This design comes from an exercise in tuning for small area, a short achievable clock period and few clock cycles per item on the open sky130 flow, not from production work.
Only simulation tests tie the RTL to the original design; equivalence was not proved.

==> inputs of run F <==
Design perm_table_builder, start of the top module:
module perm_table_builder (
    input  wire        clk,
    input  wire        rst,       
    input  wire        start,     
    input  wire [63:0] seed,      
    input  wire [7:0]  rd_addr,
    output wire [7:0]  rd_data,   
    output reg         busy,
    output reg         valid
);
    localparam [63:0] GAMMA  = 64'h9E3779B97F4A7C15;
    localparam [63:0] GAMMA2 = 64'h3C6EF372FE94F82A;    
    wire init = start && !busy && !rst;
    reg  [8:0] n;                        
    wire [7:0] o = {n[6:0], 1'b0};       
    always @(posedge clk) begin
        if (rst) begin
            busy  <= 1'b0;
            valid <= 1'b0;
        end else if (init) begin
            busy  <= 1'b1;
            valid <= 1'b0;
        end else if (busy && n == 9'd135) begin
            busy  <= 1'b0;
            valid <= 1'b1;
        end
        n <= init ? 9'd0 : n + 9'd1;
    end
    reg  [8:0] dd1;
    always @(posedge clk) dd1 <= init ? 9'd261 : dd1 - 9'd2;
    reg  [8:0] dd2;
    always @(posedge clk) dd2 <= dd1;
    reg  [8:0] dd3;
    always @(posedge clk) dd3 <= dd2;
    reg  [8:0] dd4;
    always @(posedge clk) dd4 <= dd3;
    reg  [8:0] dd5;
    always @(posedge clk) dd5 <= dd4;
  ...
Settings: LEC_CHECK=0, CAP_MARGIN=10, CORE_MARGIN=2, CORE_UTILIZATION=38, CTS_CLUSTER_DIAMETER=90, CTS_CLUSTER_SIZE=24, PLACE_DENSITY=0.5, SETUP_SLACK_MARGIN=5, SLEW_MARGIN=10, SYNTH_HIERARCHICAL=1, SYNTH_MINIMUM_KEEP_SIZE=0; clock period 13.5 ns.
run.sh (not shown) runs the stock make flow with config.mk's settings and CLKGATE_MAP_FILE= SYNTH_SCRIPT=/design/flow/synth_recipe.tcl, a recipe that flattens the netlist after the stock synthesis.
==> run R (differences from run F) <==
--- a/flow/design.v
+++ b/flow/design.v
@@ -9116,33 +9116,40 @@
     always @(posedge clk) rm5B <= rn5_3B;
     wire [7:0] ja   = rm5A;
     wire [7:0] jb   = rm5B;
     wire [7:0] i    = 8'd15 - o;
     wire [7:0] i1   = i - 8'd1;
     wire       swp  = busy && n >= 9'd8;
-    wire [7:0] av = rd_addr & {8{valid}};
-    wire [7:0] bx = valid ? o : ja ^ o;              
-    wire [7:0] gj = valid ? 8'd0 : ja & o;           
-    wire [7:0] bp = valid ? o : ja | o;              
-    wire [7:0] x, g, p;
-    genvar q, b;
-    generate
-        for (b = 0; b < 8; b = b + 1) begin : g_xgp
-            xor2 ux (.a(av[b]), .b(bx[b]), .y(x[b]));
-            ao21 ug (.a1(av[b]), .a2(o[b]), .b(gj[b]), .y(g[b]));
-            or2  up (.a(av[b]), .b(bp[b]), .y(p[b]));
+    function [3:0] tab;                              
+        input kb, kb1, ob, ob1;
+        integer xy;
+        reg ai, ai1;
+        begin
+            for (xy = 0; xy < 4; xy = xy + 1) begin
+                ai  = xy[1];
+                ai1 = xy[0];
+                tab[xy] = ai ^ ob ^ kb ^ (kb1 ? (ai1 & ob1) : (ai1 | ob1));
+            end
         end
-    endgenerate
-    wire [1:0] en0 = {~x[0], x[0]};
+    endfunction
+    genvar q, b;
+    wire [1:0] en0;
     wire [3:0] en [1:7];
     generate
+        for (q = 0; q < 2; q = q + 1) begin : g_e0
+            wire d1 = valid ? ~o[0] ^ q[0] : ja[0] ^ o[0] ^ q[0];
+            wire d0 = valid ?  o[0] ^ q[0] : ja[0] ^ o[0] ^ q[0];
+            mux2 u (.s(rd_addr[0]), .d0(d0), .d1(d1), .y(en0[q]));
+        end
         for (b = 1; b < 8; b = b + 1) begin : g_e
-            xor2  u0 (.a(x[b]), .b(p[b-1]), .y(en[b][0]));
-            xor2  u1 (.a(x[b]), .b(g[b-1]), .y(en[b][1]));
-            xnor2 u2 (.a(x[b]), .b(p[b-1]), .y(en[b][2]));
-            xnor2 u3 (.a(x[b]), .b(g[b-1]), .y(en[b][3]));
+            for (q = 0; q < 4; q = q + 1) begin : g_k
+                wire [3:0] tv = tab(q[1], q[0], o[b], o[b-1]);
+                wire [3:0] tj = tab(q[1], q[0], o[b], o[b-1]) >> {ja[b], ja[b-1]};
+                wire [3:0] d  = valid ? tv : {4{tj[0]}};
+                lut2 u (.s1(rd_addr[b]), .s0(rd_addr[b-1]), .d(d), .y(en[b][q]));
+            end
         end
     endgenerate
     wire [7:0]  ga;                                  
     wire [15:0] gb;                                  
     wire [7:0]  gc;                                  
     generate
@@ -9290,12 +9297,18 @@
 module nand2 (input wire a, input wire b, output wire y);
     assign y = ~(a & b);
 endmodule
 module nor2 (input wire a, input wire b, output wire y);
     assign y = ~(a | b);
 endmodule
+module mux2 (input wire s, input wire d0, input wire d1, output wire y);
+    assign y = s ? d1 : d0;
+endmodule
+module lut2 (input wire s1, input wire s0, input wire [3:0] d, output wire y);
+    assign y = s1 ? (s0 ? d[3] : d[2]) : (s0 ? d[1] : d[0]);
+endmodule
 module nor3 (input wire a, input wire b, input wire c, output wire y);
     assign y = ~(a | b | c);
 endmodule
 module nand3 (input wire a, input wire b, input wire c, output wire y);
     assign y = ~(a & b & c);
 endmodule
- CAP_MARGIN: 10 -> 20
- CORE_UTILIZATION: 38 -> 42
- CTS_CLUSTER_DIAMETER: 90 -> 95
- CTS_CLUSTER_SIZE: 24 -> 26
- PLACE_DENSITY: 0.5 -> 0.55
- SLEW_MARGIN: 10 -> 20
==> impl_table.tex <==
\begin{tabular}{lr}
\hline
Metric & Value \\
\hline
\multicolumn{2}{l}{\textbf{Synth}} \\
Most common library cells after synthesis & fa\_1 (3,349), dfxtp\_1 (2,753), o22ai\_1 (2,094) \\
\multicolumn{2}{l}{\textbf{Timing}} \\
Final worst clock skew & 0.141 ns \\
Final critical delay including setup and external delays & 8.72 ns \\
Worst slack on hold paths & 0.310 ns \\
\multicolumn{2}{l}{\textbf{Drt}} \\
Iteration count of the initial detailed-routing pass & 15 \\
\multicolumn{2}{l}{\textbf{Global route}} \\
GR met3 Demand/Resource & 0.121 \\
\multicolumn{2}{l}{\textbf{Clocking}} \\
Number of instances resized during post-cts repair & 913 \\
Buffer count from post-CTS setup fixing & 131 \\
\multicolumn{2}{l}{\textbf{Final layout}} \\
Share of layout cells above drive strength 1 & 0.121 \\
Layout area overhead & 13.2\% \\
\multicolumn{2}{l}{\textbf{Placed design}} \\
Placement Cell Area & 240,000 um2 \\
\multicolumn{2}{l}{\textbf{Run status}} \\
Outcome & timing/DRC/antenna clean \\
\hline
\end{tabular}
the above is filed under run R

==> impl_table.tex <==
\begin{tabular}{lr}
\hline
Metric & Value \\
\hline
\multicolumn{2}{l}{\textbf{Timing}} \\
Final critical delay including setup and external delays & 8.74 ns \\
Final worst clock skew & 0.135 ns \\
\multicolumn{2}{l}{\textbf{Synth}} \\
Most common library cells after synthesis & fa\_1 (3,349), dfxtp\_1 (2,753), o22ai\_1 (2,080) \\
\multicolumn{2}{l}{\textbf{Final layout}} \\
Final Core Density & 0.431 \\
Share of layout cells above drive strength 1 & 0.115 \\
\multicolumn{2}{l}{\textbf{Run status}} \\
Outcome & timing/DRC/antenna clean \\
\multicolumn{2}{l}{\textbf{Global route}} \\
GR met3 Demand/Resource & 0.0980 \\
\multicolumn{2}{l}{\textbf{Clocking}} \\
Buffer count from post-CTS setup fixing & 159 \\
Number of instances resized during post-cts repair & 1,019 \\
\multicolumn{2}{l}{\textbf{Drt}} \\
Iteration count of the initial detailed-routing pass & 17 \\
\hline
\end{tabular}
the above is filed under run F

Testbench counts of run F, summed over its fixed seeds: cycles 4,384, builds 32.
Testbench counts of run R, summed over its fixed seeds: cycles 4,384, builds 32.

## static timing again, ports no longer ideal
The flow's constraints put no driver on any port. The routed layouts listed below were extracted and timed again, unchanged, in two steps. Step 1 assumes that a clkbuf_16 drives the clock port and a buf_2 every other input. Step 2, shift: input delay + t, output delay - t, t = (earliest + latest rising clock arrival at the registers) / 2. This alone moves slack from input paths to output paths. a / b / c = ideal ports / drivers / drivers and shift; a / b = the first two.
| run | shift t [ns] | setup WS [ns] | hold slack, ns | slew at the worst register clock pin (ns) | worst slew at a driven data input, ns |
|---|---|---|---|---|---|
| run F | 1.088 | 4.764 / 4.707 / 4.707 | 0.310 / 0.310 / 0.310 | 0.11 / 0.11 | 0.07 |
| run R | 1.103 | 4.780 / 4.585 / 4.585 | 0.310 / 0.310 / 0.310 | 0.11 / 0.11 | 0.34 |
After both steps every run listed still meets setup and hold. The setup slack of run R, which loses most, moves by -0.195 ns with the drivers and by -0.195 ns with both steps.
